Background: an optimization exercise with open tools, aiming at small area. Do not read the settings as production practice.
In this exercise RTL edits were held to simulation tests only and were not proved equivalent to the original.
Power is estimated from default activity; no workload was simulated.

===== design/flow/flow/run.sh =====
#!/bin/bash
# The standard layout, with three layout options changed:
#  - port buffers use the smallest buffer (buf_1) instead of the resizer's pick;
#  - clock tree synthesis with the same clustering settings and no dummy loads;
#  - the buffers abc put in are removed at floorplan (as global placement
#    does anyway) instead of a floorplan-stage timing repair.
set -euo pipefail
cat >> config.mk <<'CFG'
export REMOVE_ABC_BUFFERS = 1
export BUFFER_PORTS_ARGS = -buffer_cell sky130_fd_sc_hd__buf_1
export CTS_ARGS = -sink_clustering_enable -repair_clock_nets -sink_clustering_size 18 -sink_clustering_max_diameter 55 -buf_list sky130_fd_sc_hd__clkbuf_8 -dont_use_dummy_load
CFG
bash standard.sh > standard.log 2>&1

===== design/flow/standard.sh =====
#!/bin/bash
# synth_recipe.tcl (not shown) runs the flow's synth.tcl, then flattens the netlist and writes it again
# the make line also repeats each setting of config.mk as NAME=value (left out here)
make -C /OpenROAD-flow-scripts/flow DESIGN_CONFIG=/design/flow/config.mk WORK_HOME=/design/flow/orfs CLKGATE_MAP_FILE= SYNTH_SCRIPT=/design/flow/synth_recipe.tcl "${@:-finish}"

===== design/flow/config.mk =====
export PLATFORM = sky130hd
export DESIGN_NAME = rclc_deframer
export DESIGN_NICKNAME = rclc_deframer
export VERILOG_FILES = /design/flow/design.v
export SDC_FILE = /design/flow/constraint.sdc
export NUM_CORES = 4
export LEC_CHECK = 0
export CAP_MARGIN = 20
export CORE_MARGIN = 2
export CORE_UTILIZATION = 70
export CTS_BUF_LIST = sky130_fd_sc_hd__clkbuf_8
export CTS_CLUSTER_DIAMETER = 55
export CTS_CLUSTER_SIZE = 18
export SLEW_MARGIN = 20
export SYNTH_HIERARCHICAL = 1
export REMOVE_ABC_BUFFERS = 1
export BUFFER_PORTS_ARGS = -buffer_cell sky130_fd_sc_hd__buf_1
export CTS_ARGS = -sink_clustering_enable -repair_clock_nets -sink_clustering_size 18 -sink_clustering_max_diameter 55 -buf_list sky130_fd_sc_hd__clkbuf_8 -dont_use_dummy_load

===== design/flow/constraint.sdc =====
create_clock -name core_clock -period 10.0 [get_ports {clk}]
set_input_delay 2.0000 -clock core_clock [delete_from_list [all_inputs] [get_ports {clk}]]
set_output_delay 2.0000 -clock core_clock [all_outputs]
set_load 0.01 [all_outputs]

===== design/flow/design.v =====
module rclc_crc8_step #(
    parameter [7:0] POLY = 8'hD5
) (
    input  wire [7:0] crc_in,
    input  wire [7:0] data_in,
    output wire [7:0] crc_out
);
    generate
        if (POLY == 8'hD5) begin : g_d5
            wire [7:0] r;
            wire t8, t9, t10, t11, t12, t13, t14, u4, u0;
            genvar k;
            for (k = 0; k < 8; k = k + 1) begin : g_r
                rclc_xor2 u_r (.a(crc_in[k]), .b(data_in[k]), .y(r[k]));
            end
            rclc_xor2 u_t8  (.a(r[2]), .b(r[7]), .y(t8));
            rclc_xor2 u_t9  (.a(r[1]), .b(t8),   .y(t9));
            rclc_xor2 u_t10 (.a(r[0]), .b(r[6]), .y(t10));
            rclc_xor2 u_t11 (.a(r[5]), .b(t10),  .y(t11));
            rclc_xor2 u_t12 (.a(r[4]), .b(t9),   .y(t12));
            rclc_xor2 u_t13 (.a(r[3]), .b(t9),   .y(t13));
            rclc_xor2 u_t14 (.a(r[1]), .b(t10),  .y(t14));
            rclc_xor2 u_o7  (.a(t8),   .b(t11),  .y(crc_out[7]));
            rclc_xor2 u_o6  (.a(r[0]), .b(t12),  .y(crc_out[6]));
            rclc_xor2 u_o5  (.a(r[5]), .b(t13),  .y(crc_out[5]));
            rclc_xor2 u_u4  (.a(r[2]), .b(r[4]), .y(u4));
            rclc_xor2 u_o4  (.a(u4),   .b(t14),  .y(crc_out[4]));
            rclc_xor2 u_o3  (.a(r[6]), .b(t13),  .y(crc_out[3]));
            rclc_xor2 u_o2  (.a(t9),   .b(t11),  .y(crc_out[2]));
            assign crc_out[1] = t12;
            rclc_xor2 u_u0  (.a(r[3]), .b(r[7]), .y(u0));
            rclc_xor2 u_o0  (.a(u0),   .b(t14),  .y(crc_out[0]));
        end else begin : g_any
            wire [7:0] r0 = crc_in ^ data_in;
            wire [7:0] r1 = r0[7] ? ({r0[6:0], 1'b0} ^ POLY) : {r0[6:0], 1'b0};
            wire [7:0] r2 = r1[7] ? ({r1[6:0], 1'b0} ^ POLY) : {r1[6:0], 1'b0};
            wire [7:0] r3 = r2[7] ? ({r2[6:0], 1'b0} ^ POLY) : {r2[6:0], 1'b0};
            wire [7:0] r4 = r3[7] ? ({r3[6:0], 1'b0} ^ POLY) : {r3[6:0], 1'b0};
            wire [7:0] r5 = r4[7] ? ({r4[6:0], 1'b0} ^ POLY) : {r4[6:0], 1'b0};
            wire [7:0] r6 = r5[7] ? ({r5[6:0], 1'b0} ^ POLY) : {r5[6:0], 1'b0};
            wire [7:0] r7 = r6[7] ? ({r6[6:0], 1'b0} ^ POLY) : {r6[6:0], 1'b0};
            wire [7:0] r8 = r7[7] ? ({r7[6:0], 1'b0} ^ POLY) : {r7[6:0], 1'b0};
            assign crc_out = r8;
        end
    endgenerate
endmodule
module rclc_xor2 (
    input  wire a,
    input  wire b,
    output wire y
);
    assign y = a ^ b;
endmodule
module rclc_deframer (
    input  wire       clk,
    input  wire       rst,         
    input  wire       in_valid,    
    input  wire [7:0] in_byte,
    input  wire       dec_reset,   
    output reg        ev_valid,    
    output reg  [1:0] dec_event,   
    output reg  [2:0] rx_state,    
    output reg        frame_valid,
    output wire [7:0] frame_dc,
    output wire [7:0] frame_len,
    input  wire [5:0] rd_addr,
    output wire [7:0] rd_data      
);
    localparam [7:0] V2_POLY   = 8'hD5;
    localparam [7:0] HDR_V2    = 8'hCC;
    localparam [7:0] HDR_CRC   = 8'hA5;    
    localparam [2:0] S_HEADER = 3'd0,
                     S_DC     = 3'd1,
                     S_LEN    = 3'd2,
                     S_PAY    = 3'd3,
                     S_CRC    = 3'd4;
    localparam [1:0] EV_NONE     = 2'd0,
                     EV_FRAME    = 2'd1,
                     EV_FRAMING  = 2'd2,
                     EV_CHECKSUM = 2'd3;
    reg  [3:0]   rx_dc;
    reg  [5:0]   rx_len;
    reg  [5:0]   rx_rem;       
    reg  [7:0]   rx_crc;
    reg  [3:0]   fr_dc;
    reg  [5:0]   fr_len;
    reg  [495:0] rx_q;
    reg  [495:0] frame_q;
    assign frame_dc  = {4'h0, fr_dc};
    assign frame_len = {2'b00, fr_len};
    wire [7:0] crc_next;
    rclc_crc8_step #(.POLY(V2_POLY)) u_crc (
        .crc_in (rx_crc),
        .data_in(in_byte),
        .crc_out(crc_next)
    );
    wire st_hdr = (rx_state == S_HEADER);
    wire st_dc  = (rx_state == S_DC);
    wire st_len = (rx_state == S_LEN);
    wire st_pay = (rx_state == S_PAY);
    wire st_crc = (rx_state == S_CRC);
    wire crc_ok = (crc_next == 8'h00);
    wire commit = in_valid & ~dec_reset & st_crc & crc_ok;
    reg          ph;           
    wire         rx_ld   = in_valid;
    wire         rx_ld_n = ~in_valid;
    wire         fr_ld   = commit;
    wire         fr_ld_n = ~commit;
    wire [495:0] rx_d;
    wire [495:0] frame_d;
    wire [503:0] rx_src = {rx_q, in_byte ^ {8{ph}}};
    genvar gh;
    generate
        for (gh = 0; gh < 62; gh = gh + 1) begin : g_hold
            rclc_hold8 u_rx (
                .s(rx_ld), .s_n(rx_ld_n),
                .a(rx_src[8*gh +: 8]), .q(rx_q[8*gh +: 8]), .y(rx_d[8*gh +: 8])
            );
            rclc_hold8 u_fr (
                .s(fr_ld), .s_n(fr_ld_n),
                .a(rx_q[8*gh +: 8]), .q(frame_q[8*gh +: 8]), .y(frame_d[8*gh +: 8])
            );
        end
    endgenerate
    always @(posedge clk) begin
        ph      <= ~(ph | rst);
        rx_q    <= rx_d;
        frame_q <= frame_d;
    end
    wire       dc_ld   = st_dc;
    wire       dc_ld_n = ~st_dc;
    wire       len_ld   = st_len;
    wire       len_ld_n = ~st_len;
    wire [7:0] rx_crc_d;
    wire [5:0] rx_rem_d, rx_len_d, fr_len_d;
    wire [3:0] rx_dc_d, fr_dc_d;
    wire [5:0] rem_next = st_len ? in_byte[5:0] : rx_rem - 6'd1;
    wire [7:0] crc_load = st_hdr ? HDR_CRC : crc_next;
    genvar gl;
    generate
        for (gl = 0; gl < 8; gl = gl + 1) begin : g_ld8
            rclc_ld1 u_crc (.s(rx_ld), .s_n(rx_ld_n), .a(crc_load[gl]), .q(rx_crc[gl]), .y(rx_crc_d[gl]));
        end
        for (gl = 0; gl < 6; gl = gl + 1) begin : g_ld6
            rclc_ld1 u_rem (.s(rx_ld),  .s_n(rx_ld_n),  .a(rem_next[gl]),    .q(rx_rem[gl]), .y(rx_rem_d[gl]));
            rclc_ld1 u_len (.s(len_ld), .s_n(len_ld_n), .a(in_byte[gl]),     .q(rx_len[gl]), .y(rx_len_d[gl]));
            rclc_ld1 u_fln (.s(fr_ld),  .s_n(fr_ld_n),  .a(rx_len[gl]),      .q(fr_len[gl]), .y(fr_len_d[gl]));
        end
        for (gl = 0; gl < 4; gl = gl + 1) begin : g_ld4
            rclc_ld1 u_dc  (.s(dc_ld),  .s_n(dc_ld_n),  .a(in_byte[gl]),     .q(rx_dc[gl]),  .y(rx_dc_d[gl]));
            rclc_ld1 u_fdc (.s(fr_ld),  .s_n(fr_ld_n),  .a(rx_dc[gl]),       .q(fr_dc[gl]),  .y(fr_dc_d[gl]));
        end
    endgenerate
    always @(posedge clk) begin
        rx_crc <= rx_crc_d;
        rx_rem <= rx_rem_d;
        rx_dc  <= rx_dc_d;
        rx_len <= rx_len_d;
        fr_dc  <= fr_dc_d;
        fr_len <= fr_len_d;
    end
    always @(posedge clk) begin
        if (rst) begin
            ev_valid    <= 1'b0;
            dec_event   <= EV_NONE;
            rx_state    <= S_HEADER;
            frame_valid <= 1'b0;
        end else if (dec_reset) begin
            ev_valid <= 1'b0;
            rx_state <= S_HEADER;
        end else if (in_valid) begin
            ev_valid <= 1'b1;
            case (rx_state)
                S_HEADER: begin
                    rx_state  <= (in_byte == HDR_V2) ? S_DC : S_HEADER;
                    dec_event <= (in_byte == HDR_V2) ? EV_NONE : EV_FRAMING;
                end
                S_DC: begin
                    rx_state  <= (in_byte[7:4] != 4'h0) ? S_HEADER : S_LEN;
                    dec_event <= (in_byte[7:4] != 4'h0) ? EV_FRAMING : EV_NONE;
                end
                S_LEN: begin
                    rx_state  <= (in_byte > 8'd62) ? S_HEADER :
                                 (in_byte == 8'd0) ? S_CRC : S_PAY;
                    dec_event <= (in_byte > 8'd62) ? EV_FRAMING : EV_NONE;
                end
                S_PAY: begin
                    rx_state  <= (rx_rem == 6'd1) ? S_CRC : S_PAY;
                    dec_event <= EV_NONE;
                end
                S_CRC: begin
                    if (crc_ok)
                        frame_valid <= 1'b1;
                    rx_state  <= S_HEADER;
                    dec_event <= crc_ok ? EV_FRAME : EV_CHECKSUM;
                end
                default: begin
                    rx_state  <= S_HEADER;
                    dec_event <= EV_FRAMING;
                end
            endcase
        end else begin
            ev_valid <= 1'b0;
        end
    end
    wire [5:0]  rd_pos = fr_len + ~rd_addr;
    wire [7:0]  rd_hi_n;
    wire [7:0]  rd_lo_n;
    wire [63:0] rd_sel;
    rclc_dec3n u_dec_hi (.a(rd_pos[5:3]), .y_n(rd_hi_n));
    rclc_dec3n u_dec_lo (.a(rd_pos[2:0]), .y_n(rd_lo_n));
    genvar gi, gb;
    generate
        for (gi = 0; gi < 64; gi = gi + 1) begin : g_sel
            rclc_nor2 u_sel (.a(rd_hi_n[gi / 8]), .b(rd_lo_n[gi % 8]), .y(rd_sel[gi]));
        end
        for (gb = 0; gb < 8; gb = gb + 1) begin : g_rd
            wire [20:0] grp_n;
            for (gi = 0; gi < 20; gi = gi + 1) begin : g_grp
                rclc_rd_aoi3 u_aoi (
                    .d({frame_q[8*(3*gi+2)+gb], frame_q[8*(3*gi+1)+gb], frame_q[8*(3*gi)+gb]}),
                    .s(rd_sel[3*gi+2 : 3*gi]),
                    .y(grp_n[gi])
                );
            end
            rclc_rd_aoi3 u_aoi_last (
                .d({1'b0, frame_q[8*61+gb], frame_q[8*60+gb]}),
                .s({1'b0, rd_sel[61:60]}),
                .y(grp_n[20])
            );
            assign rd_data[gb] = ~&grp_n ^ ph;
        end
    endgenerate
endmodule
module rclc_rd_aoi3 (
    input  wire [2:0] d,
    input  wire [2:0] s,
    output wire       y
);
    assign y = ~|(d & s);
endmodule
module rclc_hold8 (
    input  wire       s,
    input  wire       s_n,
    input  wire [7:0] a,
    input  wire [7:0] q,
    output wire [7:0] y
);
    genvar k;
    generate
        for (k = 0; k < 8; k = k + 1) begin : g_bit
            rclc_hold1 u_bit (.s(s), .s_n(s_n), .a(a[k]), .q(q[k]), .y(y[k]));
        end
    endgenerate
endmodule
module rclc_hold1 (
    input  wire s,
    input  wire s_n,
    input  wire a,
    input  wire q,
    output wire y
);
    assign y = ~((s_n | a) & (s | q));
endmodule
module rclc_dec3n (
    input  wire [2:0] a,
    output wire [7:0] y_n
);
    wire [2:0] a_n;
    genvar k;
    generate
        for (k = 0; k < 3; k = k + 1) begin : g_inv
            rclc_inv u_inv (.a(a[k]), .y(a_n[k]));
        end
        for (k = 0; k < 8; k = k + 1) begin : g_dec
            rclc_nand3 u_nand (
                .a(k[0] ? a[0] : a_n[0]),
                .b(k[1] ? a[1] : a_n[1]),
                .c(k[2] ? a[2] : a_n[2]),
                .y(y_n[k])
            );
        end
    endgenerate
endmodule
module rclc_inv (
    input  wire a,
    output wire y
);
    assign y = ~a;
endmodule
module rclc_nand3 (
    input  wire a,
    input  wire b,
    input  wire c,
    output wire y
);
    assign y = ~(a & b & c);
endmodule
module rclc_nor2 (
    input  wire a,
    input  wire b,
    output wire y
);
    assign y = ~(a | b);
endmodule
module rclc_ld1 (
    input  wire s,
    input  wire s_n,
    input  wire a,
    input  wire q,
    output wire y
);
    assign y = (s_n | a) & (s | q);
endmodule

==> flow_metrics.py, run 1 <==
metrics = {
    "drt": {
        "drt_iter0_markers": 4325,
        "postRouteAntennaNets": 0,
        "drt_first_pass_iters": 14,
        "routed_wl_um": 83100,
        "routedWlPerCell_um": 25.5,
        "drc_errors": 0,
        "vias": 24444,
        "routed_via_density": 7.49,
    },
    "timing": {
        "rsz0062_at_grt": "no",
        "slew_headroom": 0.239,
        "worst_pin_slew_ns": 1.13,
        "fmax_mhz": 115,
        "setup_violations": 0,
        "fin_crit_sh": 0.869,
        "hold_viol": 0,
        "slew_viol_final": 0,
        "clock_skew_ns": 0.0772,
        "finalSetupTns_ns": 0,
        "period_minus_slack_ns": 8.69,
    },
    "grt": {
        "grt_usage": 0.358,
        "grt_max_degree": 198,
        "grt_pass1_wl_um": 129000,
        "grt_pass1_vias": 22638,
        "grt_overflow_total": 0,
        "antenna_found_initial": 0,
    },
    "critical_path": {
        "cp-start-kind": "input port",
        "reg2reg_from": "rx_crc[7]",
        "critical_path_class": "in -> out",
        "crit_start": "rd_addr[0]",
        "required_ns": 8.00,
        "critPathCaptureType": "output port",
        "crit_fanout": 8,
        "worstPathArrival_ns": 6.69,
    },
    "worst_hold_path": {
        "hp-start": "frame_q[17]",
        "hp-class": "reg -> reg",
    },
    "clock_network": {
        "cts_tree": "yes",
        "cts_resized": 0,
        "ctsHoldBuffers": 0,
        "cts_buffers": 68,
        "htreeDepth": 3,
        "clk_pin_slew_worst_paths_ns": 0.08,
        "cts_setup_buffers": 0,
        "clock_sinks": 1034,
        "clock_latency_ns": 0.70,
        "clock_path_buffers": 3,
        "clock_tree.root_cell": "clkbuf_8",
    },
    "logic_synthesis": {
        "yosysUniqueCellTypes": 39,
        "synthCells": 2537,
        "ys_seq_area_frac": 0.674,
        "synthesis.area_um2": 30700,
        "avgSynthCellArea_um2": 12.1,
        "ys_async_sr_fraction": 0,
        "synth_edf_count": 0,
        "ys_dominant_reg_cell": "dfxtp_1",
        "ys_ff_latch": 1034,
        "yosysWarnings": 7,
    },
    "run_status": {
        "status": "finished clean",
    },
    "final_layout": {
        "fin_util": 0.758,
        "drive_gt1_frac": 0.0366,
        "diodes": 0,
        "synthToLayoutAreaGrowth_pct": 6.61,
        "nets": 2705,
    },
    "pwr": {
        "p_sw_mw": 1.71,
        "p_leak_nw": 11.8,
        "switching_share": 0.245,
        "p_int_mw": 5.25,
        "vdd_ir_drop_max_v": 0.000153,
        "p_comb_frac": 0.058,
        "power.share.clock": 0.261,
        "p_per_area_nw_per_um2": 213,
        "power_frac_seq": 0.681,
    },
    "floorplanning": {
        "core_um2": 43200,
        "start_util": 0.711,
        "io_pins": 49,
        "rows": 76,
        "dieArea_um2": 45600,
        "die_w_um": 213,
        "fp.dieH_um": 213,
    },
    "placement": {
        "gp_congestion": 0.983,
        "dpl.hpwl_um": 52800,
        "io_buffers": 42,
    },
    "flow_run": {
        "maxCapViolations": 0,
    },
}
==> layout by cell type, fill, tap and decap left out, types with 2 or more instances in the layout <==
| master | netlist | routed |
|---|---|---|
| a21o_1 | 2 | 2 |
| a21oi_1 | 8 | 8 |
| a222oi_1 | 168 | 168 |
| and4_1 | 8 | 8 |
| buf_1 | 0 | 41 |
| buf_12 | 0 | 2 |
| buf_4 | 7 | 18 |
| clkbuf_8 | 0 | 68 |
| conb_1 | 1 | 22 |
| dfxtp_1 | 1034 | 1034 |
| ha_1 | 7 | 7 |
| inv_1 | 21 | 19 |
| inv_8 | 0 | 2 |
| nand2_1 | 15 | 15 |
| nand2b_1 | 2 | 2 |
| nand3_1 | 32 | 32 |
| nand4_1 | 33 | 33 |
| nor2_1 | 74 | 73 |
| nor2b_1 | 5 | 5 |
| nor3_1 | 6 | 6 |
| nor4_1 | 13 | 13 |
| o21ai_0 | 5 | 5 |
| o22a_1 | 34 | 34 |
| o22ai_1 | 993 | 993 |
| or2_2 | 4 | 4 |
| xnor2_1 | 7 | 7 |
| xor2_1 | 42 | 42 |
==> per-module statistics from Yosys, one instance, submodules excluded, excerpt <==
| module | cells inside | flip-flops and latches | copies in the design | area, um^2 |
|---|---|---|---|---|
| rclc_nor2 | 1 | 0 | 62 | 3.75 |
| rclc_xor2 | 1 | 0 | 24 | 8.76 |
| rclc_rd_aoi3 | 1 | 0 | 168 | 10.0 |
| rclc_ld1 | 1 | 0 | 34 | 8.76 |
| rclc_deframer | 1234 | 1034 | 1 | 22000 |
| rclc_nand3 | 1 | 0 | 16 | 5.00 |
| rclc_inv | 1 | 0 | 6 | 3.75 |
| rclc_hold1 | 1 | 0 | 992 | 6.26 |
==> cell families (layout without fill, tap and decap cells) <==
family / count (synthesis) / in the layout / share of synthesized area
adders and majority gates: 8 / 8 / 0.00350
other: 1 / 22 / 0.000122
AOI/OAI and AO/OA: 1215 / 1215 / 0.271
buffers and inverters: 33 / 152 / 0.00522
xor gates and xnor gates: 49 / 49 / 0.0140
muxes: 1 / 1 / 0.000326
and+or+nand+nor: 196 / 196 / 0.0320
DFF: 1034 / 1034 / 0.674
==> power by group through the flow <==
stage	clock [mW]	sequential, mW	combinational, mW
3_3_place_gp	0	4.81	0.371
6_report	1.81	4.74	0.405
2_1_floorplan	0	4.73	0.294
5_1_grt	1.96	4.78	0.439
4_1_cts	1.82	4.73	0.396
3_5_place_dp	0	4.82	0.395
==> flip-flops by register name, summed over array words and instances (netlist names), 2 cells and up <==
name and count:
rx_crc 8, rx_state 3, fr_dc 4, dec_event 2, frame_q 496, rx_q 496, rx_rem 6, rx_dc 4
fr_len 6, rx_len 6
==> stage by stage <==
step	power (mW)	hold WS (ns)	setup slack (ns)	area [um^2]	instances
floorplan	5.03	0.423	-42.63	30700	2547
global placement	5.18	0.436	1.63	31800	3194
detailed placement	5.21	0.441	1.56	31800	3194
CTS	6.95	0.453	1.56	32700	3262
global route	7.18	0.467	1.22	32700	3262
finish	6.96	0.451	1.31	32700	3262
==> synth_stat cells, types with 6 or more instances <==
library cell	n	area, um^2
a21oi_1	8	40.0
a222oi_1	168	1680
and4_1	8	70.1
buf_4	7	52.6
dfxtp_1	1034	20700
ha_1	7	87.6
inv_1	21	78.8
nand2_1	15	56.3
nand3_1	32	160
nand4_1	33	206
nor2_1	74	278
nor3_1	6	30.0
nor4_1	13	81.3
o22a_1	34	298
o22ai_1	993	6210
xnor2_1	7	61.3
xor2_1	42	368
==> routing by layer <==
layer / wire, um / vias to the layer above / GRT usage
li1: - / 10914 / -
met1: 34800 / 11942 / 0.515
met2: 37000 / 1405 / 0.543
met3: 8490 / 183 / 0.0704
met4: 2870 / 0 / 0.124
met5: 0 / - / 0
==> area by class of cell <==
cell class | instances | area, um^2
clock buffer | 68 | 936
fill | 2912 | 10400
inverter | 22 | 97.6
multi-input combinational | 1491 | 9930
sequential | 1034 | 20700
tap | 585 | 732
timing repair buffer | 62 | 337
==> worst max-delay path, cell delays in order <==
cell and delay (ns):
buf_1 0.07, inv_1 0.05, ha_1 0.16, inv_1 0.06, fa_1 0.40, inv_1 0.08, a21o_1 0.10, a21oi_1 0.07
xnor2_1 0.62, inv_1 0.20, nand3_1 0.34, nor2_1 0.24, a222oi_1 0.47, nand4_1 0.22, nor4_1 1.00, nand4_1 0.22
xor2_1 0.19, buf_1 0.18
==> path summary, 6_finish.rpt <==
path / to / slack (ns) / cells past startpoint
max: rd_data[5] / 1.31 / 18
min: frame_q[17] / 0.45 / 1
max reg2reg: frame_q[222] / 5.63 / 11
min reg2reg: frame_q[17] / 0.45 / 1
==> run 2, diff against run 1 <==
--- a/design/flow/config.mk
+++ b/design/flow/config.mk
@@ -8,5 +8,5 @@
 export CAP_MARGIN = 20
 export CORE_MARGIN = 2
-export CORE_UTILIZATION = 70
+export CORE_UTILIZATION = 78
 export CTS_BUF_LIST = sky130_fd_sc_hd__clkbuf_8
 export CTS_CLUSTER_DIAMETER = 55
==> run 2 against run 1 <==
Against the previous run: sequential share of layout area is 0.17 points higher; routed wire length shrank 0.12%; worst hold slack got worse by 0.017 ns; largest power group unchanged.
==> flow_metrics.py, run 2 <==
metrics = {
    "run_status": {
        "status": "finished clean",
    },
    "logic_synthesis": {
        "synthesis.area_um2": 30700,
        "synth_common_cells": "dfxtp_1 (1034), o22ai_1 (993), a222oi_1 (168), nor2_1 (74), xor2_1 (42)",
        "synth_top_area_share": 0.674,
        "synth_edf_count": 0,
        "ys_seq_area_frac": 0.674,
        "ys_dominant_reg_cell": "dfxtp_1",
        "synthCells": 2537,
        "yosysMostFrequentCell": "dfxtp_1",
        "yosysWarnings": 7,
        "ys_ff_latch": 1034,
        "ys_top_cells_by_area": "dfxtp_1 (67%), o22ai_1 (20%), a222oi_1 (5.5%)",
        "ys_async_sr_fraction": 0,
        "avgSynthCellArea_um2": 12.1,
        "yosysUniqueCellTypes": 39,
        "synth_area_leader_cell": "dfxtp_1",
    },
    "flow_run": {
        "maxCapViolations": 0,
    },
    "timing": {
        "fin_crit_sh": 0.863,
        "fmax_mhz": 116,
        "slew_viol_final": 0,
        "worst_pin_slew_ns": 1.25,
        "fin_ws_ns": 1.37,
        "whs_ns": 0.433,
        "clock_skew_ns": 0.0420,
        "rsz0062_at_grt": "no",
        "period_minus_slack_ns": 8.63,
        "finalSetupTns_ns": 0,
        "hold_viol": 0,
        "slew_headroom": 0.165,
        "setup_violations": 0,
    },
    "drt": {
        "routed_via_density": 7.77,
        "routedWlPerCell_um": 26.0,
        "drt_iter0_markers": 4504,
        "vias": 24802,
        "drt_first_pass_iters": 14,
        "routed_wl_um": 83000,
        "drc_errors": 0,
        "postRouteAntennaNets": 0,
    },
    "clock_network": {
        "cts_buffers": 67,
        "clock_tree.root_cell": "clkbuf_8",
        "clock_latency_ns": 0.67,
        "clock_path_buffers": 3,
        "cts_tree": "yes",
        "ctsHoldBuffers": 0,
        "cts_resized": 0,
        "clk_pin_slew_worst_paths_ns": 0.10,
        "htreeDepth": 3,
        "cts_setup_buffers": 0,
        "clock_sinks": 1034,
    },
    "critical_path": {
        "required_ns": 8.00,
        "crit_fanout": 8,
        "cp_cell_sequence": "buf_1 -> inv_1 -> ha_1 -> a21o_1 -> a21oi_1 -> xnor2_1 -> inv_1 -> nand3_1 -> nor2_1 -> a222oi_1 -> nand4_1 -> nor4_1 -> nand4_1 -> xor2_1 -> buf_1",
        "cpPeakStageDelay_ns": 0.87,
        "cp-start-kind": "input port",
        "worstPathArrival_ns": 6.63,
        "cpMaxStageDelayCell": "nor4_1",
        "critical_path_class": "in -> out",
        "critPathCaptureType": "output port",
    },
    "grt": {
        "grt_pass1_wl_um": 129000,
        "grt_pass1_vias": 23083,
        "grt_max_degree": 246,
        "antenna_found_initial": 4,
        "grt_usage": 0.392,
        "grt_overflow_total": 0,
    },
    "placement": {
        "gp_congestion": 0.961,
        "dp_slack_ns": 1.59,
        "dpl.hpwl_um": 50900,
        "place_area_um2": 31700,
        "io_buffers": 42,
    },
    "final_layout": {
        "fill_cells": 2095,
        "largestRegisters": "frame_q: 496 flops, rx_q: 496 flops, rx_crc: 8 flops",
        "layout_commonest_cell": "dfxtp_1",
        "synthToLayoutAreaGrowth_pct": 6.32,
        "post-route-cell-area_um2": 32600,
        "drive_gt1_frac": 0.0344,
        "fin_util": 0.843,
        "nets": 2699,
        "mostFrequentLayoutCells": "dfxtp_1 (1034), o22ai_1 (993), a222oi_1 (168)",
    },
    "floorplanning": {
        "rows": 72,
        "start_util": 0.793,
        "fp.dieH_um": 202,
        "die_w_um": 202,
        "io_pins": 49,
        "core_um2": 38700,
        "dieArea_um2": 41000,
    },
    "pwr": {
        "p_leak_nw": 11.8,
        "vdd_ir_drop_max_v": 0.000182,
        "p_per_area_nw_per_um2": 213,
    },
    "worst_hold_path": {
        "hp-class": "reg -> reg",
    },
}
[run 2: changes by cell type in the layout (fill, tap and decap cells not counted), sizes merged]
| cell | before | now |
|---|---|---|
| diode | 0 | 1 |
| buf | 61 | 56 |
| clkbuf | 69 | 68 |
[run 2: path summary, 6_finish.rpt]
| kind | slack, ns | cells past startpoint | startpoint | end |
|---|---|---|---|---|
| worst max-delay path | 1.37 | 15 | rd_addr[1] | rd_data[0] |
| worst min-delay path | 0.43 | 1 | ph | ph |
| worst max register to register | 4.69 | 11 | rx_crc[2] | frame_q[312] |
| worst min register to register | 0.43 | 1 | ph | ph |
[run 2: where the power goes]
group | switching (mW) | internal, mW | leakage [nW]
clock network | 1.18 | 0.608 | 0.482
registers | 0.301 | 4.45 | 9.08
logic | 0.222 | 0.191 | 2.25
[run 2: cell families after synthesis]
family,after synthesis,synth area share
AND/OR/NAND/NOR,196,0.0320
AO/OA/AOI/OAI,1215,0.271
flip-flops,1034,0.674
multiplexers,1,0.000326
adder cells (fa/ha/maj),8,0.00350
XOR/XNOR,49,0.0140
buffers and inverters,33,0.00522
other,1,0.000122
[run 2: layout make-up]
class | instances | area [um^2] | share of cell area
antenna | 1 | 2.50 | 0.0000767
clock buffer | 67 | 922 | 0.0282
inverter | 22 | 97.6 | 0.00299
multi-input combinational | 1491 | 9930 | 0.304
sequential | 1034 | 20700 | 0.634
tap | 518 | 648 | 0.0199
timing repair buffer | 57 | 344 | 0.0105
[run 2: through the flow]
step | std cells | power, mW
after floorplan | 2547 | 5.03
after global placement | 3121 | 5.17
after detailed placement | 3121 | 5.22
after CTS | 3188 | 6.92
after global routing | 3190 | 7.16
final | 3190 | 6.95
[run 2: per-module statistics from Yosys (local to each module, per instance), excerpt]
module         area (um^2)  times used  flip-flops and latches  cells
rclc_hold1            6.26         992                       0      1
rclc_deframer        22000           1                    1034   1234
rclc_rd_aoi3          10.0         168                       0      1
rclc_ld1              8.76          34                       0      1
rclc_nand3            5.00          16                       0      1
rclc_nor2             3.75          62                       0      1
rclc_xor2             8.76          24                       0      1
rclc_inv              3.75           6                       0      1
[run 2: layer usage]
metal / track usage / part of all wire
met4: 0.154 / 0.037
met2: 0.598 / 0.45
met1: 0.562 / 0.40
met5: 0 / 0.00053
met3: 0.0701 / 0.10
[run 2: worst max-delay path: cells and delay by family]
kind	cells	cell delay [ns]
adders and majority gates	1	0.28
xor gates and xnor gates	2	0.81
buffers and inverters	4	0.58
and+or+nand+nor	5	2.12
AOI/OAI and AO/OA	3	0.81

re-timing with driven ports:
No port has a modelled driver above. Below, the same layouts with a new extraction and two added sets of constraints. Step 1 sets driving cells, clkbuf_16 on the clock port and buf_2 on the other inputs (assumed; they add their load-dependent delay and slew). Step 2 also shifts input and output timing later by t, the mid clock arrival at the registers, as if the neighbouring blocks saw the same clock. Slacks: no drivers / after step 1 / after step 2; pairs: no drivers / after step 1.
| run | t, ns | slack for setup (ns) | worst slew at a driven data input, ns |
|---|---|---|---|
| run 1 | 0.716 | 1.312 / 1.292 / 1.292 | 0.04 |
| run 2 | 0.710 | 1.371 / 1.344 / 1.344 | 0.03 |
After both steps setup and hold are still met in every run listed. For run 2, which loses most, drivers alone change the setup slack by -0.027 ns; drivers and shift together by -0.027 ns.
